Source: an optimization exercise on an open RTL-to-GDS flow (aim: small area, a short achievable clock period and few clock cycles). Production flows keep margins and buffers that such runs may drop. In this exercise RTL edits were held to simulation tests only and were not proved equivalent to the original. Power figures rest on the tool's default switching activity, not on a simulated workload.

==> flow/design.v <==
module gf2m_block #(
    parameter integer M        = 8,
    parameter integer W        = 32,
    parameter [M-1:0] MOD_INIT = 8'h1B
) (
    input  wire         clk,
    input  wire         rst,
    input  wire         sel,
    input  wire         we,
    input  wire [3:0]   addr,
    input  wire [W-1:0] wdata,
    output reg  [W-1:0] rdata
);
    localparam [3:0] A_CMD = 4'h0, A_STATUS = 4'h1, A_OPA = 4'h2, A_OPB = 4'h3,
                     A_MOD = 4'h4, A_RES0 = 4'h5, A_RES1 = 4'h6, A_RES2 = 4'h7,
                     A_PARAM = 4'h8;
    localparam [1:0] OP_DEG = 2'd0, OP_FMUL = 2'd1, OP_EEA = 2'd2, OP_INV = 2'd3;
    localparam integer DW = $clog2(W) + 1;   
    reg [W-1:0] opa, opb;
    reg [M-1:0] modlo;
    reg [W-1:0] res0, res1, res2;
    reg         busy, done, noinv, zero, err_op, err_busy;
    reg [1:0]   op;
    reg [7:0]   width;
    reg [W-1:0] u, v, g1, g2, h1, h2;
    wire [W-1:0] mod_full = {{(W-M-1){1'b0}}, 1'b1, modlo};
    function automatic [DW-1:0] deg_of(input [W-1:0] p);
        integer i;
        begin
            deg_of = {DW{1'b0}};
            for (i = 0; i < W; i = i + 1)
                if (p[i]) deg_of = i[DW-1:0];
        end
    endfunction
    reg [W-1:0] deg_mask;
    integer k;
    always @* begin
        for (k = 0; k < W; k = k + 1)
            deg_mask[k] = (width == 8'd0) || (k < width);
    end
    wire [W-1:0]  deg_scan   = opa & deg_mask;
    wire [DW-1:0] deg_result = deg_of(deg_scan);
    function automatic [M-1:0] xtime(input [M-1:0] x);
        begin
            xtime = x[M-1] ? ({x[M-2:0], 1'b0} ^ modlo) : {x[M-2:0], 1'b0};
        end
    endfunction
    reg [M-1:0] ftab [0:M-1];
    reg [M-1:0] fmul_result;
    integer t;
    always @* begin
        ftab[0] = opa[M-1:0];
        for (t = 1; t < M; t = t + 1)
            ftab[t] = xtime(ftab[t-1]);
        fmul_result = {M{1'b0}};
        for (t = 0; t < M; t = t + 1)
            if (opb[t]) fmul_result = fmul_result ^ ftab[t];
    end
    wire [DW-1:0] du = deg_of(u);
    wire [DW-1:0] dv = deg_of(v);
    wire [DW-1:0] j_raw = du - dv;
    wire          do_swap = j_raw[DW-1];
    wire [DW-1:0] j_abs = do_swap ? (dv - du) : j_raw;
    wire [W-1:0] su  = do_swap ? v  : u;
    wire [W-1:0] sv  = do_swap ? u  : v;
    wire [W-1:0] sg1 = do_swap ? g2 : g1;
    wire [W-1:0] sg2 = do_swap ? g1 : g2;
    wire [W-1:0] sh1 = do_swap ? h2 : h1;
    wire [W-1:0] sh2 = do_swap ? h1 : h2;
    wire [W-1:0] u_next  = su  ^ (sv  << j_abs);
    wire [W-1:0] g1_next = sg1 ^ (sg2 << j_abs);
    wire [W-1:0] h1_next = sh1 ^ (sh2 << j_abs);
    wire wr = sel & we;
    wire [3:0] cmd_op = wdata[3:0];
    wire cmd_legal = (cmd_op >= 4'h1) && (cmd_op <= 4'h4);
    always @(posedge clk) begin
        if (rst) begin
            opa      <= {W{1'b0}};
            opb      <= {W{1'b0}};
            modlo    <= MOD_INIT;
            res0     <= {W{1'b0}};
            res1     <= {W{1'b0}};
            res2     <= {W{1'b0}};
            busy     <= 1'b0;
            done     <= 1'b0;
            noinv    <= 1'b0;
            zero     <= 1'b0;
            err_op   <= 1'b0;
            err_busy <= 1'b0;
            op       <= OP_DEG;
            width    <= 8'd0;
        end else begin
            if (wr) begin
                case (addr)
                    A_CMD, A_OPA, A_OPB, A_MOD: begin
                        if (busy) begin
                            err_busy <= 1'b1;
                        end else begin
                            case (addr)
                                A_OPA: opa <= wdata;
                                A_OPB: opb <= wdata;
                                A_MOD: modlo <= wdata[M-1:0];
                                default: begin   
                                    noinv  <= 1'b0;
                                    zero   <= 1'b0;
                                    if (cmd_legal) begin
                                        done   <= 1'b0;
                                        err_op <= 1'b0;
                                        busy   <= 1'b1;
                                        op     <= cmd_op[1:0] - 2'd1;
                                        width  <= wdata[15:8];
                                    end else begin
                                        done   <= 1'b1;
                                        err_op <= 1'b1;
                                    end
                                end
                            endcase
                        end
                    end
                    A_STATUS: if (wdata[5]) err_busy <= 1'b0;
                    default: ;
                endcase
            end
            if (busy) begin
                case (op)
                    OP_DEG: begin
                        res0  <= {{(W-DW){1'b0}}, deg_result};
                        res1  <= {W{1'b0}};
                        res2  <= {W{1'b0}};
                        zero  <= (deg_scan == {W{1'b0}});
                        busy  <= 1'b0;
                        done  <= 1'b1;
                    end
                    OP_FMUL: begin
                        res0  <= {{(W-M){1'b0}}, fmul_result};
                        res1  <= {W{1'b0}};
                        res2  <= {W{1'b0}};
                        busy  <= 1'b0;
                        done  <= 1'b1;
                    end
                    default: begin   
                        if (u == {W{1'b0}}) begin
                            if (op == OP_INV) begin
                                if (v == {{(W-1){1'b0}}, 1'b1}) begin
                                    res0  <= g2;
                                    noinv <= 1'b0;
                                end else begin
                                    res0  <= {W{1'b0}};
                                    noinv <= 1'b1;
                                end
                            end else begin
                                res0 <= v;
                            end
                            res1 <= (op == OP_INV) ? v : g2;
                            res2 <= h2;
                            busy <= 1'b0;
                            done <= 1'b1;
                        end
                    end
                endcase
            end
        end
    end
    wire start = wr && (addr == A_CMD) && !busy && cmd_legal;
    wire [W-1:0] eea_b = (cmd_op == 4'h4) ? mod_full : opb;
    always @(posedge clk) begin
        if (start) begin
            if (eea_b == {W{1'b0}} && opa != {W{1'b0}}) begin
                u  <= {W{1'b0}};
                v  <= opa;
                g1 <= {W{1'b0}};
                g2 <= {{(W-1){1'b0}}, 1'b1};
                h1 <= {W{1'b0}};
                h2 <= {W{1'b0}};
            end else begin
                u  <= opa;
                v  <= eea_b;
                g1 <= {{(W-1){1'b0}}, 1'b1};
                g2 <= {W{1'b0}};
                h1 <= {W{1'b0}};
                h2 <= {{(W-1){1'b0}}, 1'b1};
            end
        end else if (busy && (op == OP_EEA || op == OP_INV) && u != {W{1'b0}}) begin
            u  <= u_next;
            v  <= sv;
            g1 <= g1_next;
            g2 <= sg2;
            h1 <= h1_next;
            h2 <= sh2;
        end
    end
    always @* begin
        case (addr)
            A_STATUS: rdata = {{(W-6){1'b0}}, err_busy, err_op, zero, noinv, done, busy};
            A_OPA:    rdata = opa;
            A_OPB:    rdata = opb;
            A_MOD:    rdata = mod_full;
            A_RES0:   rdata = res0;
            A_RES1:   rdata = res1;
            A_RES2:   rdata = res2;
            A_PARAM:  rdata = {{(W-16){1'b0}}, W[7:0], M[7:0]};
            default:  rdata = {W{1'b0}};
        endcase
    end
endmodule
==> flow/run.sh <==
#!/bin/bash
# synth_recipe.tcl (not shown) runs the flow's synth.tcl, then flattens the netlist and writes it again
# the make line also repeats each setting of config.mk as NAME=value (left out here)
make -C /OpenROAD-flow-scripts/flow DESIGN_CONFIG=/design/flow/config.mk WORK_HOME=/design/flow/orfs CLKGATE_MAP_FILE= SYNTH_SCRIPT=/design/flow/synth_recipe.tcl finish
==> flow/config.mk <==
export PLATFORM = sky130hd
export DESIGN_NAME = gf2m_block
export DESIGN_NICKNAME = gf2m_block
export VERILOG_FILES = /design/flow/design.v
export SDC_FILE = /design/flow/constraint.sdc
export NUM_CORES = 4
export LEC_CHECK = 0
export CAP_MARGIN = 20
export CORE_MARGIN = 2
export CORE_UTILIZATION = 40
export SLEW_MARGIN = 20
==> flow/constraint.sdc <==
create_clock -name core_clock -period 9.0 [get_ports {clk}]
set_input_delay 1.8000 -clock core_clock [delete_from_list [all_inputs] [get_ports {clk}]]
set_output_delay 1.8000 -clock core_clock [all_outputs]
set_load 0.01 [all_outputs]
==> run summary <==
Max Cap Viol=0; clk sink count=around 380; hold buffers post-CTS=0; vias=roughly 31000; FFs w/ async S/R, synth=0; CTS H-tree depth=2; pwr dens=about 120 mW/mm2; clock root buffer=clkbuf_16; clock buffer depth=3; I/O pin total=72; WP data required=about 9.3 ns; top cells by area, synth=edfxtp_1, dfxtp_1, mux2i_1; Slew HR=0.2527; Worst Setup Start Kind=flop; flop2flop setup slack=between 1.5 and 2 ns; Post-synth EDFFs=between 150 and 200; largest net degree at the start of global routing=roughly 150; first-pass GRT wire length=about 190000 um; all-layer global routing usage=0.3108; # fillers=7599; Ys Warns=2; sequential share of power=0.440; register bit total from synthesis=376; Cell Rows=about 100; Hold Path Class=flop to flop; crit path max fanout=between 40 and 50; post-CTS setup buffers=0; measured slew at the worst slew-check pin=1.112 ns; Worst Setup End Kind=flop; Final Total Pwr=~0.0042 W; Hold Startpoint=res1[7]$_SDFFE_PP0P_; hold path cells=2; initial antenna violation count=2; synth-to-layout area growth=9.893%; RSZ-0062 raised after global routing=false; vias per cell=6.503; die span in y=280.4 um; Initial Util=0.4030; syn_nets=between 3000 and 4000; core area=roughly 0.076 mm2; Fin Clk Skew=between 0.02 and 0.025 ns; PortBufs=71; drt first pass iters=6; worst vdd ir=between 150 and 200 uV; outcome=finished clean; top cell type's share of synthesized area=0.1572; max incr delay on CP=roughly 0.73 ns; final net count=3798; post-DP HPWL=approximately 86000 um; P_leak=between 10 and 15 nW; Arr. time, crit path=between 7 and 8 ns; cell taking the most area after synthesis=edfxtp_1; final cycle utilization of the critical path=0.7887; Tmin final=7.098 ns; vias in the first global route=28280; ratio of cells with drive above 1 in the final layout=0.08995; Net Sw Power=0.001045 W; Crit-path slowest cell=nor2_4; clk latency of the worst-skew pair=0.60 ns; 1st-iter DRT viols=between 4000 and 5000; DR WL/cell=roughly 26 um; Max Slew Vio Count=0; CTS buffer count=45; Mean Syn Cell Area=between 7 and 8 um2; FF-to-FF End=g1[29]$_SDFFCE_PP0P_; Seq/Total Area, Yosys=0.2988; final hold violations=0; combinational group share of total power=0.073; gp weighted congestion=between 0.9 and 1; Clk network pwr share=0.487; switching part of the total=0.2502; Setup CP Type=flop to flop; number of routed nets with antenna violations=0; Routed Wire Length=~130000 um; Die Wd=between 200 and 300 um; most frequent cells in the layout=nand2_1, a21oi_1, nor2_1; Main synth FF type=dfxtp_1; Buf/Inv on CP=2; FMAX=between 0.1 and 0.15 GHz; post-synth cell types=87; total die area=0.07862 mm2; cell area after synthesis=roughly 0.031 mm2; most used cell along the critical path=nor3_1; Crit path max-delay family=compound AO/OA/AOI/OAI gates; final setup fails=0; TNS Setup=0 ns; Syn Inst Count=3896; # resized after CTS=0; Hold Path End=res1[7]$_SDFFE_PP0P_; CTS clk-pin slew, worst paths=~0.060 ns; residual DRC count=0; worst hold slack=0.4567 ns; R2R depth=26; Int Pwr=about 0.0031 W; Critical R2R Launch=v[3]$_DFFE_PP_; CTS tree=yes; commonest non-fill, non-tap cell in the layout=nand2_1; gr ovfl total=0
[through the flow]
stage / cell area, um2 / util / cells / worst slack (ns)
2_1_floorplan: 30560 / - / 3896 / 0.6160
3_3_place_gp: 31920 / 0.4210 / 4673 / 2.226
3_5_place_dp: 31940 / 0.4213 / 4674 / 2.076
4_1_cts: 33570 / 0.4428 / 4758 / 2.083
5_1_grt: 33580 / 0.4429 / 4760 / 1.554
6_report: 33580 / 0.4429 / 4760 / 1.902
[sequential cells by signal (all words and copies together) (netlist names), 2 cells and up]
name   count
modlo      8
v         32
h1        32
g1        32
op         2
opb       32
res0      32
opa       32
g2        32
u         32
res1      32
res2      32
h2        32
width      8
[cells by family after synthesis]
group	Yosys count	synth area share
AO/OA/AOI/OAI	1092	0.2254
XOR/XNOR	177	0.05512
adder cells (fa/ha/maj)	15	0.006634
buffers and inverters	421	0.05331
flip-flops	376	0.2988
multiplexers	417	0.1621
AND/OR/NAND/NOR	1398	0.1987
[tightest hold or removal path: cells and delay by family, from the launching register on]
family             cells  cell delay (ns)
DFF                    1             0.31
and+or+nand+nor        1             0.05
AOI/OAI and AO/OA      1             0.05
[final cells by class]
type                            count  area, um2  share of cell area
Antenna cell                        2      5.005           0.0001490
Sequential cell                   376       9130              0.2719
Multi-Input combinational cell   3099      19960              0.5943
Inverter                           74      282.8            0.008421
Tap cell                          978       1224             0.03644
Clock inverter                     20      240.2            0.007154
Timing Repair Buffer              147       1348             0.04013
Clock buffer                       64       1393             0.04147
[power by group through the flow]
stage / Combinational (W) / Clock [W] / Sequential (W)
2_1_floorplan: 0.000200 / 0 / 0.00185
3_3_place_gp: 0.000294 / 0 / 0.00187
3_5_place_dp: 0.000296 / 0 / 0.00187
4_1_cts: 0.000298 / 0.00205 / 0.00184
5_1_grt: 0.000327 / 0.00212 / 0.00184
6_report: 0.000305 / 0.00204 / 0.00184
[layer usage]
| metal | GRT usage | part of all wire |
|---|---|---|
| met5 | 0 | 0 |
| met4 | 0.1341 | 0.047 |
| met3 | 0.04472 | 0.095 |
| met2 | 0.4740 | 0.44 |
| met1 | 0.4368 | 0.42 |
[worst max-delay path by stage]
stage	start	endpoint	slack, ns	cells after the start
floorplan	wdata[1]	h1[27]$_SDFFE_PP0P_	0.62	12
global placement	u[4]$_DFFE_PP_	h1[19]$_SDFFE_PP0P_	2.23	22
detailed placement	v[1]$_DFFE_PP_	g1[19]$_SDFFCE_PP0P_	2.08	25
CTS	v[1]$_DFFE_PP_	g1[19]$_SDFFCE_PP0P_	2.08	25
global route	v[3]$_DFFE_PP_	g1[29]$_SDFFCE_PP0P_	1.55	26
finish	v[3]$_DFFE_PP_	g1[29]$_SDFFCE_PP0P_	1.90	26
[Yosys cell counts, drive strengths merged (46+ instances only)]
library cell	instances
a31oi	46
xor2	68
a22oi	90
inv	73
a21oi	372
nand3	112
mux4	54
nor2	331
o21ai	236
nor3	65
mux2i	281
clkbuf	276
nand2	672
buf	71
mux2	82
dfxtp	216
edfxtp	160
xnor2	100
Testbench counts, summed over its fixed seeds: cycles 30,431.

what the ideal ports hide:
In the flow no input, the clock included, has a driving cell. The finished layout below was timed again as built, in two steps.
Step 1 assumes that a clkbuf_16 drives the clock port and a buf_2 every other input.
Step 2 adds t to the input delays and takes it off the output delays; t is the mean of the earliest and latest rising clock arrival at the registers after step 1. Input paths then give back, and output paths get back, about the clock's delay inside the block.
Slacks: ideal ports / drivers / drivers and shift; pairs: ideal ports / drivers.
t, ns: 0.657
setup slack, ns: 1.902 / 1.902 / 1.902
clock arrival spread, ns: 0.024 / 0.024
After both steps setup and hold are still met in this run. For this run, drivers alone change the setup slack by 0.000 ns; drivers and shift together by 0.000 ns.
